Context: an optimization exercise on an open-source flow, tuned for small area, a short achievable clock period and few clock cycles. The choices shown serve that exercise and are no tape-out recipe. RTL that was checked went through simulation tests only; none was proved equivalent to the original. Power figures rest on the tool's default switching activity, not on a simulated workload.

== alpha ==
## s1desc_unit
module s1desc_unit (
    input  wire        clk,
    input  wire        rst,
    input  wire        cmd_valid,
    output wire        cmd_ready,
    input  wire [7:0]  cmd_op,
    input  wire [63:0] cmd_a,
    input  wire [64:0] cmd_b,
    input  wire [63:0] cmd_c,
    input  wire [64:0] cmd_d,
    input  wire [2:0]  cmd_attrs,
    output wire        rsp_valid,
    output wire [3:0]  rsp_status,
    output wire [63:0] rsp_data,
    output wire        mem_req,
    output wire        mem_we,
    output wire [47:0] mem_addr,
    output wire [63:0] mem_wdata,
    input  wire        mem_gnt,
    input  wire [63:0] mem_rdata
);
Size in the first run: about 1900 cells after synthesis, roughly 520 I/O pins, roughly 15000 sq um of cells after synthesis.
clock: 10.0 ns
lec_check: 0
cap_margin: 20
core_margin: 2
core_utilization: 40
cts_buf_list: sky130_fd_sc_hd__clkbuf_4 sky130_fd_sc_hd__clkbuf_8
slew_margin: 20
standard.sh (not shown) runs the stock make flow with config.mk's settings and CLKGATE_MAP_FILE= SYNTH_SCRIPT=/design/flow/synth_recipe.tcl, a recipe that flattens the netlist after the stock synthesis.
==> flow/flow/run.sh <==
#!/bin/bash
# The standard layout (standard.sh, unchanged synthesis), with two
# changes to how it is built: repair_timing aims for 6.5 ns of setup slack
# against the unchanged 10 ns constraint, and the port buffers that
# buffer_ports inserts use the smallest buffer cell. The whole ORFS output
# goes to flow_standard.log; per-step logs stay under orfs/logs/.
set -euo pipefail
bash standard.sh SETUP_SLACK_MARGIN=6.5 "BUFFER_PORTS_ARGS=-buffer_cell sky130_fd_sc_hd__buf_1" finish > flow_standard.log 2>&1
alpha: no failed stages, no open violations at the end
Testbench counts of alpha, summed over its fixed seeds: cycles 27,274.
The following lists how beta was set up differently from alpha:
--- a/flow/design.v
+++ b/flow/design.v
@@ -47,31 +47,32 @@
     reg [15:0] rdl_q;            
     reg        rd53_q, rd54_q;   
     reg        initialized;
     reg        mmu_m;            
     reg        mreq_q;
     reg        mwe_q;
     reg        l2f_q;            
     reg [13:0] ap_q;             
+    reg [29:16] rdm_q;           
     reg        wpg_q, wxn_q, wndev_q, wro_q;
     reg        is_pa_q;          
     reg        lk_err_q;         
     reg        rdp_q;            
     reg        vcur_q;           
     reg        vnx_q;            
     reg [6:0]  q_gtab, q_eqab;   
     reg [6:0]  q_gtcd;           
     reg [6:0]  q_eqcd;
     reg [24:0] q_sz;             
     reg        q_al_bad, q_b_over, q_d_over, q_d_pend, q_a_oob;
     assign cmd_ready  = rdy_q;
     assign rsp_valid  = rv_q;
     assign rsp_status = rs_q;
-    assign rsp_data   = {9'h0, rd54_q, rd53_q, 5'h0, rdh_q, ap_q, rdl_q};
+    assign rsp_data   = {9'h0, rd54_q, rd53_q, 5'h0, rdh_q, rdm_q, rdl_q};
     assign mem_req   = mreq_q;
     assign mem_we    = mwe_q;
     assign mem_addr  = {27'h0, 1'b1, 2'b00, l2f_q, ap_q, 3'b000};
     assign mem_wdata = {9'h0, wpg_q, wxn_q, 5'h0, 18'h0, rdh_q[43:30],
                         5'h0, wpg_q, wpg_q, wndev_q, wro_q, 2'b00,
                         2'b00, wndev_q, 2'b11};
     wire [7:0]  op    = cmd_op;
     wire        op_hi = |op[7:4];
@@ -106,26 +107,27 @@
             if (d[7:6] == 2'b10) at[1] = 1'b1;
             else if (d[7:6] != 2'b00 && st == ST_OK) st = E_ATTR_AP;
             at[2] = d[53];
             dec_attrs = {st, at};
         end
     endfunction
     wire [6:0] da_a = dec_attrs(cmd_a);
     wire [6:0] da_m = dec_attrs(mem_rdata);
-    reg [3:0] st_imm;
+    reg [3:0] st_lo;
     always @(*) begin
-        st_imm = ST_OK;
-        if (op_hi) st_imm = E_REFUSED;
-        if ((opd[0] | opd[1]) & a_lo_nz) st_imm = E_OPERAND;
-        if (opd[4]) st_imm = da_a[6:3];
-        if (opd[5] & a_oob) st_imm = E_VIRT_OOB;
-        if (opd[12] & mmu_m) st_imm = E_ALREADY_ENABLED;
-        if (is_lkf) st_imm = lk_err_op ? E_OPERAND : a_oob ? E_VIRT_OOB : ST_OK;
+        st_lo = ST_OK;
+        if ((opl[0] | opl[1]) & a_lo_nz) st_lo = E_OPERAND;
+        if (opl[4]) st_lo = da_a[6:3];
+        if (opl[5] & a_oob) st_lo = E_VIRT_OOB;
+        if (opl[12] & mmu_m) st_lo = E_ALREADY_ENABLED;
+        if (opl[8] | opl[9] | opl[10])
+            st_lo = ((opl[8] | opl[10]) & a_lo_nz) ? E_OPERAND : a_oob ? E_VIRT_OOB : ST_OK;
     end
+    wire [3:0] st_imm = op_hi ? E_REFUSED : st_lo;
     wire        sel_a47 = !(opl[2] | opl[4] | opl[11] | opl[13]);
     wire [31:0] rd_hi_imm = (cmd_a[47:16] & {32{sel_a47}})
                           | (opl[11] ? 32'h0000_0012 : 32'h0);
     reg [15:0] rd_lo_imm;
     always @(*) begin
         rd_lo_imm = cmd_a[15:0];     
         if (opl[0])
             rd_lo_imm = {5'h0, 1'b1, cmd_attrs[0] ? 2'b10 : 2'b11,
@@ -225,31 +227,32 @@
         q_al_bad <= a_lo_nz | (|cmd_b[15:0]) | (|cmd_c[15:0]) | (|cmd_d[15:0]);
         q_b_over <= cmd_b[64] & (|cmd_b[63:16]);
         q_d_over <= cmd_d[64] & (|cmd_d[63:16]);
         q_d_pend <= (|cmd_d[64:31]) | (cmd_d[30] & (|cmd_d[29:16]));
         q_a_oob  <= a_oob;
         rdp_q <= mreq_q & !mwe_q & mem_gnt;
         if (s_lkd) begin
             rdh_q <= is_pa_q ? 18'h0 : mem_rdata[47:30];
-            ap_q  <= is_pa_q ? 14'h0 : mem_rdata[29:16];
+            rdm_q <= is_pa_q ? 14'h0 : mem_rdata[29:16];
             rd54_q      <= 1'b0;
             rd53_q      <= 1'b0;
         end else begin
+            rdm_q       <= rd_hi_imm[13:0];
             rd54_q      <= opl[0];
             rd53_q      <= opl[0] & cmd_attrs[2];
         end
         if (s_lkd & is_pa_q)
             rdl_q[2:0] <= da_m[2:0];
         if (rdy_q) begin
             rs_q     <= st_imm;
             rdl_q    <= rd_lo_imm;
             is_pa_q  <= opl[10];
             lk_err_q <= lk_err_op | a_oob;
-            ap_q     <= rd_hi_imm[13:0];
+            ap_q     <= cmd_a[29:16];
             l2f_q    <= 1'b0;
             rdh_q    <= {rd_hi_imm[31:28], opl[7] ? cmd_c[29:16] : rd_hi_imm[27:14]};
             vnx_q    <= 1'b0;
             wpg_q    <= 1'b1;
             wxn_q    <= cmd_attrs[2];
             wndev_q  <= !cmd_attrs[0];
             wro_q    <= cmd_attrs[1];
         end
==> summary.txt <==
No stage failed in beta, and the final checks on the layout all came back clean. NOTE: overall die height in beta exceeds that of alpha. alpha → beta: number of vias in the routed layout climbed about 2.2%, critical path depth went down, cell count after synthesis went up by 2.6%. The maximum clock frequency of beta is higher than that of alpha. alpha leaves less setup margin than beta. Per the comparison of beta with alpha, synthesized area went up, final-layout non-clock buffer area share now sits lower. The higher flip-flop and latch count came out of beta. On power per cell area, alpha tracks beta almost exactly. In beta, power consumption is higher than in alpha. Taking alpha as the reference, in beta final routed wirelength across all metal layers saw an increase; average footprint of a synthesized cell held.
Only the layout flow was run in beta; the RTL was not checked for function there.

==> re-timing with driven ports <==
The results above use ideal ports. As a check the final layouts listed here were re-extracted and re-timed, cells and wires unchanged.
Step 1: set_driving_cell puts a clkbuf_16 on clk and a buf_2 on each other input, an assumption about the parent block.
Step 2 moves the port delays by t, midway between the first and last clock arrival at a register: inputs arrive t later, outputs are due t later. That takes back most of the time a late clock gives input paths.
a / b / c = ideal / step 1 / step 2; a / b = the first two.
| run | shift t [ns] | slack for setup (ns) | latest minus earliest clock arrival (ns) | worst data-port slew with drivers (ns) |
|---|---|---|---|---|
| alpha | 0.526 | 6.488 / 6.482 / 5.956 | 0.024 / 0.024 | 0.10 |
| beta | 0.536 | 6.501 / 6.517 / 5.980 | 0.019 / 0.019 | 0.09 |
After both steps every run listed still meets setup and hold. For alpha, which loses most, drivers alone change the setup slack by -0.006 ns; drivers and shift together by -0.532 ns.
